What follows belongs to an exercise in optimizing a design on an open flow for small area; a production flow would make more cautious choices. Where RTL was checked, it was by simulation tests only, not by an equivalence proof against the original. Power and IR drop assume default switching activity.

==> inputs of run B <==
Design iot_sae, start of the top module:
module iot_sae (
    input  wire        clk,
    input  wire        rst,             
    input  wire        FAULT_POLICY,    
    output wire        bus_req,
    input  wire        bus_ack,
    output wire [2:0]  bus_op,
    output wire        bus_cont,
    output wire [7:0]  bus_cmd,
    output wire [63:0] bus_addr,
    input  wire [1:0]  bus_status,
    input  wire [7:0]  bus_rdata,
    input  wire [63:0] bus_raddr,
    output wire        pin_req,
    input  wire        pin_ack,
    output wire        pin_op,
    output wire        pin_level,
    output wire        pin_ch,
    input  wire        pin_err,
    input  wire [9:0]  adc_data,
    output wire        pers_req,
    input  wire        pers_ack,
    output wire [7:0]  pers_sid,
    output wire [1:0]  pers_vkind,
    output wire [38:0] pers_vnum,
    input  wire        pers_err,
    output wire        dly_req,
    input  wire        dly_ack,
    output wire [25:0] dly_us,
    output reg         diag_valid,
    output wire [7:0]  diag_sid,
    output wire [3:0]  diag_kind,
    output wire [3:0]  st,
    output wire [3:0]  ph,
    output wire        fault,
    output wire [3:0]  fault_code,
    output wire [7:0]  fault_sid,
    output wire [7:0]  pidx
);
    localparam [6:0] W_INIT_RESET = 7'h00, W_PRE       = 7'h01,
                     W_INIT_ENUM  = 7'h08, W_ENUM_SW   = 7'h09,
                     W_IDLE       = 7'h10,
                     W_START_CONV = 7'h18, W_AWAIT_CONV = 7'h20,
                     W_RT_CMD     = 7'h28, W_RT_BYTE   = 7'h29, W_RT_CHECK = 7'h2A,
                     W_RT_PERSIST = 7'h2B, W_RT_ASR    = 7'h2C,
                     W_DS_LED_ON  = 7'h30, W_DS_HOLD_RISE = 7'h31, W_DS_SAMPLE = 7'h32,
                     W_DS_HOLD_PULSE = 7'h33, W_DS_LED_OFF = 7'h34, W_DS_HOLD_SETTLE = 7'h35,
                     W_DS_CONV    = 7'h36, W_DS_PERSIST = 7'h37,
                     W_HM_SAMPLE  = 7'h38, W_HM_PERSIST = 7'h39, W_HM_P1 = 7'h3A,
                     W_HM_P2      = 7'h3B, W_HM_FIN    = 7'h3C,
  ...
==> flow/config.mk <==
export PLATFORM = sky130hd
export DESIGN_NAME = iot_sae
export DESIGN_NICKNAME = iot_sae
export VERILOG_FILES = /design/flow/design.v
export SDC_FILE = /design/flow/constraint.sdc
export NUM_CORES = 4
export LEC_CHECK = 0
export CAP_MARGIN = 20
export CORE_MARGIN = 2
export CORE_UTILIZATION = 40
export SLEW_MARGIN = 20
==> flow/constraint.sdc <==
create_clock -name core_clock -period 18.0 [get_ports {clk}]
set_input_delay 3.6000 -clock core_clock [delete_from_list [all_inputs] [get_ports {clk}]]
set_output_delay 3.6000 -clock core_clock [all_outputs]
set_load 0.01 [all_outputs]
standard.sh (not shown) runs the stock make flow with config.mk's settings and CLKGATE_MAP_FILE= SYNTH_SCRIPT=/design/flow/synth_recipe.tcl, a recipe that flattens the netlist after the stock synthesis.
==> flow/flow/run.sh <==
#!/bin/bash
set -euo pipefail
export BUFFER_PORTS_ARGS="-buffer_cell sky130_fd_sc_hd__buf_1"
export CTS_ARGS="-sink_clustering_enable -repair_clock_nets -dont_use_dummy_load"
bash standard.sh > standard.log 2>&1
==> inputs of run H, as changes to run B <==
==> flow/flow/run.sh (replaced) <==
#!/bin/bash
set -euo pipefail
export BUFFER_PORTS_ARGS="-buffer_cell sky130_fd_sc_hd__buf_1"
export CTS_ARGS="-sink_clustering_enable -repair_clock_nets -dont_use_dummy_load -buf_list sky130_fd_sc_hd__clkbuf_2 -root_buf sky130_fd_sc_hd__clkbuf_4"
bash standard.sh > standard.log 2>&1
CORE_UTILIZATION = 65   (was 40)
==> inputs of run F, as changes to run B <==
==> flow/flow/run.sh (replaced) <==
#!/bin/bash
set -euo pipefail
export BUFFER_PORTS_ARGS="-buffer_cell sky130_fd_sc_hd__buf_1"
export CTS_ARGS="-sink_clustering_enable -repair_clock_nets -dont_use_dummy_load -buf_list sky130_fd_sc_hd__clkbuf_4 -root_buf sky130_fd_sc_hd__clkbuf_4"
bash standard.sh > standard.log 2>&1
==> results.tsv <==
metric	value	unit
status	finished clean	
Seq pwr share	58.6	%
buffering overhead	7.31	%
Total Power	1.96	mW
tapcell count	270	
clk pwr	0.373	mW
fraction of area in multi-input gates	33.6	%
met3 usage	9.32	%
final setup skew	76.5	ps
Top Layer Used	met4	
Clk pwr share	19.0	%
Max VDD drop	0.0867	mV
Final Critical Period	6900	ps
That was run H.
==> results.tsv <==
metric	value	unit
Top Layer Used	met5	
status	finished clean	
Clk pwr share	23.1	%
Total Power	2.06	mW
Seq pwr share	55.6	%
final setup skew	78.1	ps
fraction of area in multi-input gates	32.6	%
buffering overhead	7.18	%
That was run F.
==> results.tsv <==
metric	value	unit
Max VDD drop	0.106	mV
Final Critical Period	7100	ps
status	finished clean	
final setup skew	68.2	ps
Worst Path Required	18240	ps
met3 usage	6.64	%
fraction of area in multi-input gates	32.1	%
Total Power	2.20	mW
tapcell count	442	
buffering overhead	7.07	%
Seq pwr share	52.1	%
most frequent cell after synthesis	dfxtp_1	
Top Layer Used	met4	
That was run B.

---

==> job 2554: inputs <==
Another version of the RTL of iot_sae (not shown whole).
export LEC_CHECK = 0
export CAP_MARGIN = 20
export CORE_MARGIN = 2
export CORE_UTILIZATION = 45
export PLACE_DENSITY = 0.75
export SLEW_MARGIN = 20
create_clock -name core_clock -period 18.0 [get_ports {clk}]
==> flow/flow/run.sh <==
#!/bin/bash
# The standard layout with these changes:
#  - synthesis maps the logic with an area-oriented ABC script (flow/area.abc);
#    everything else in synthesis, registers included, is the standard one
#  - ports are buffered with the smallest buffer cell
#  - clock tree synthesis uses small buffers and inserts no dummy loads
set -euo pipefail
W=$PWD
{
  echo 'proc synth {args} { yosys synth -nofsm -noshare {*}$args }'
  echo "proc abc {args} { set i [lsearch -exact \$args -script]; if {\$i >= 0} { lset args [expr {\$i + 1}] $W/flow/area.abc }; yosys abc {*}\$args }"
  tail -n +2 synth_recipe.tcl
} > my_synth.tcl
sed -e "s#SYNTH_SCRIPT=[^ ]*#SYNTH_SCRIPT=$W/my_synth.tcl#" standard.sh > my_standard.sh
export BUFFER_PORTS_ARGS="-buffer_cell sky130_fd_sc_hd__buf_1"
export CTS_ARGS="-sink_clustering_enable -repair_clock_nets -dont_use_dummy_load -buf_list sky130_fd_sc_hd__clkbuf_4 -root_buf sky130_fd_sc_hd__clkbuf_4 -sink_clustering_size 11 -sink_clustering_max_diameter 40"
bash my_standard.sh > standard.log 2>&1
==> flow/flow/area.abc <==
strash; dc2; &get -n; &deepsyn -T 60; &put; strash; dch -f; amap; mfs2 -a; strash; dch -f; amap; topo
==> job 4457 (differences from job 2554) <==
--- a/flow/design.v
+++ b/flow/design.v
@@ -127,16 +127,17 @@
     wire enum_ok = s1 & bus_ack & (bus_status == 2'd0);
     always @(posedge clk) begin
         r1 <= r0;
         r2 <= r1;
         r0 <= swap ? a_out : r2;
-        a_out <= ({64{enum_ok}} & bus_raddr) | ({64{swap}} & r2) | ({64{~(enum_ok | swap)}} & a_out);
+        if (enum_ok)   a_out <= bus_raddr;
+        else if (swap) a_out <= r2;
     end
     wire [10:0] A    = vnum[38:28];
     wire        c0   = (cnt == 5'd0);
     wire        last = (cnt == 5'd27);
-    wire        ack  = (bus_ack & bus_req) | (pin_ack & pin_req) | (pers_ack & pers_req) | (dly_ack & dly_req);
+    wire        ack  = bus_ack | pin_ack | pers_ack | dly_ack;
     wire        byte_ack = (w == W_RT_BYTE) & ack;
     wire        pass = sC;    
     reg        op_adda, op_ldb0, keepA, m, cin;
     reg [10:0] addend;
     always @* begin
@@ -177,18 +178,16 @@
         endcase
     end
     wire op_shift = pass | (w == W_RT_ASR);
     wire [10:0] sum = (keepA ? A : 11'd0) + addend + {10'd0, cin};
     always @(posedge clk) begin
-        vnum[38:28] <= ({11{op_shift}} & {keepA & vnum[38], sum[10:1]}) |
-                       ({11{op_adda}} & sum) |
-                       ({11{~(op_shift | op_adda)}} & vnum[38:28]);
-        vnum[27:20] <= ({8{op_shift}} & {sum[0], vnum[27:21]}) |
-                       ({8{op_ldb0}} & bus_rdata) |
-                       ({8{~(op_shift | op_ldb0)}} & vnum[27:20]);
         if (op_shift)
-            vnum[19:0] <= vnum[20:1];
+            vnum <= {keepA & vnum[38], sum, vnum[27:1]};
+        else if (op_adda)
+            vnum[38:28] <= sum;
+        else if (op_ldb0)
+            vnum[27:20] <= bus_rdata;
     end
     wire err = ((s0 | s1) & (bus_status != 2'd0)) | (s6 & ~p[1] & ~p[0] & pin_err) | (pers_req & pers_err);
     wire adv_ds = (pidx_q == 2'd3);
     wire [6:0] w_adv = adv_ds ? W_DS_CLR : W_IDLE;
     wire crc_ok = (crc_next == 8'd0);
--- a/flow/flow/run.sh
+++ b/flow/flow/run.sh
@@ -11,7 +11,7 @@
   echo "proc abc {args} { set i [lsearch -exact \$args -script]; if {\$i >= 0} { lset args [expr {\$i + 1}] $W/flow/area.abc }; yosys abc {*}\$args }"
   tail -n +2 synth_recipe.tcl
 } > my_synth.tcl
 sed -e "s#SYNTH_SCRIPT=[^ ]*#SYNTH_SCRIPT=$W/my_synth.tcl#" standard.sh > my_standard.sh
 export BUFFER_PORTS_ARGS="-buffer_cell sky130_fd_sc_hd__buf_1"
-export CTS_ARGS="-sink_clustering_enable -repair_clock_nets -dont_use_dummy_load -buf_list sky130_fd_sc_hd__clkbuf_4 -root_buf sky130_fd_sc_hd__clkbuf_4 -sink_clustering_size 11 -sink_clustering_max_diameter 40"
+export CTS_ARGS="-sink_clustering_enable -repair_clock_nets -dont_use_dummy_load -buf_list sky130_fd_sc_hd__clkbuf_2 -root_buf sky130_fd_sc_hd__clkbuf_4"
 bash my_standard.sh > standard.log 2>&1
==> flow/flow/area.abc (replaced) <==
strash; dc2; strash; dch -f; map -a; strash; dch -f; map -a; mfs2 -a; strash; dch -f; amap; topo
--- a/flow/config.mk
+++ b/flow/config.mk
@@ -5,8 +5,7 @@
 export SDC_FILE = /design/flow/constraint.sdc
 export NUM_CORES = 4
 export LEC_CHECK = 0
 export CAP_MARGIN = 20
 export CORE_MARGIN = 2
-export CORE_UTILIZATION = 45
-export PLACE_DENSITY = 0.75
+export CORE_UTILIZATION = 50
 export SLEW_MARGIN = 20
==> notes <==
- Of job 4457 and job 2554, job 2554 has the higher die area (gap about 5.4%, measured against job 2554).
- Job 4457 ran to the end with no violations. Job 2554 passed the timing, DRC and antenna checks.
- In job 2554 the final area is lower than in job 4457, by 5.1%.
- Of job 4457 and job 2554, job 4457 has the higher sequential power (gap about 10%, measured against job 2554).
- Between job 4457 and job 2554, the lower combinational power is in job 2554 (gap about 3%, measured against job 2554).
==> figures <==
metric	job 2554	job 4457
Reported combinational group power	0.502 mW	0.519 mW
Multi-input combinational cell count	670	608
Internal power summed over all cells	1.21 mW	1.38 mW
Run status	no timing/DRC/antenna violations	no timing/DRC/antenna violations
PwrDens	144 mW/mm^2	149 mW/mm^2
Most frequent CP cell	nand2_1	nor2_1
Worst Setup Slack, final	10.32 ns	10.77 ns
Placed cell count	1728	1618
Relative area change from synthesis to final layout	12.9%	13.3%
Fraction of met3 tracks used by global routing	6.04%	8.73%
Function not checked in job 4457: the RTL went through the layout flow alone.

-- separate check: timing with driven ports --
The results above use ideal ports. As a check the final layouts listed here were re-extracted and re-timed, cells and wires unchanged.
Step 1 sets driving cells, clkbuf_16 on the clock port and buf_2 on the other inputs (assumed; they add their load-dependent delay and slew).
Step 2 times the ports against the registers' clock, not the clock port: input delays grow and output delays shrink by t, the midpoint of the rising clock arrivals with the driver on.
Three values: no drivers, after step 1, after step 2; two values: the first two.
| run | t, ns | slack for setup (ns) | worst setup path at the end | clock arrival spread, ns |
|---|---|---|---|---|
| run B | 0.538 | 10.896 / 10.907 / 10.369 | input to register | 0.068 / 0.068 |
| run H | 0.671 | 11.097 / 11.107 / 10.436 | input to register | 0.092 / 0.092 |
| run F | 0.730 | 11.100 / 11.110 / 10.381 | input to register | 0.081 / 0.081 |
| job 2554 | 0.637 | 10.316 / 10.327 / 9.690 | input to register | 0.081 / 0.081 |
| job 4457 | 0.671 | 10.775 / 10.729 / 10.124 | input to register | 0.117 / 0.118 |
After both steps every run listed still meets setup and hold. The setup slack of run F, which loses most, moves by +0.010 ns with the drivers and by -0.719 ns with both steps.
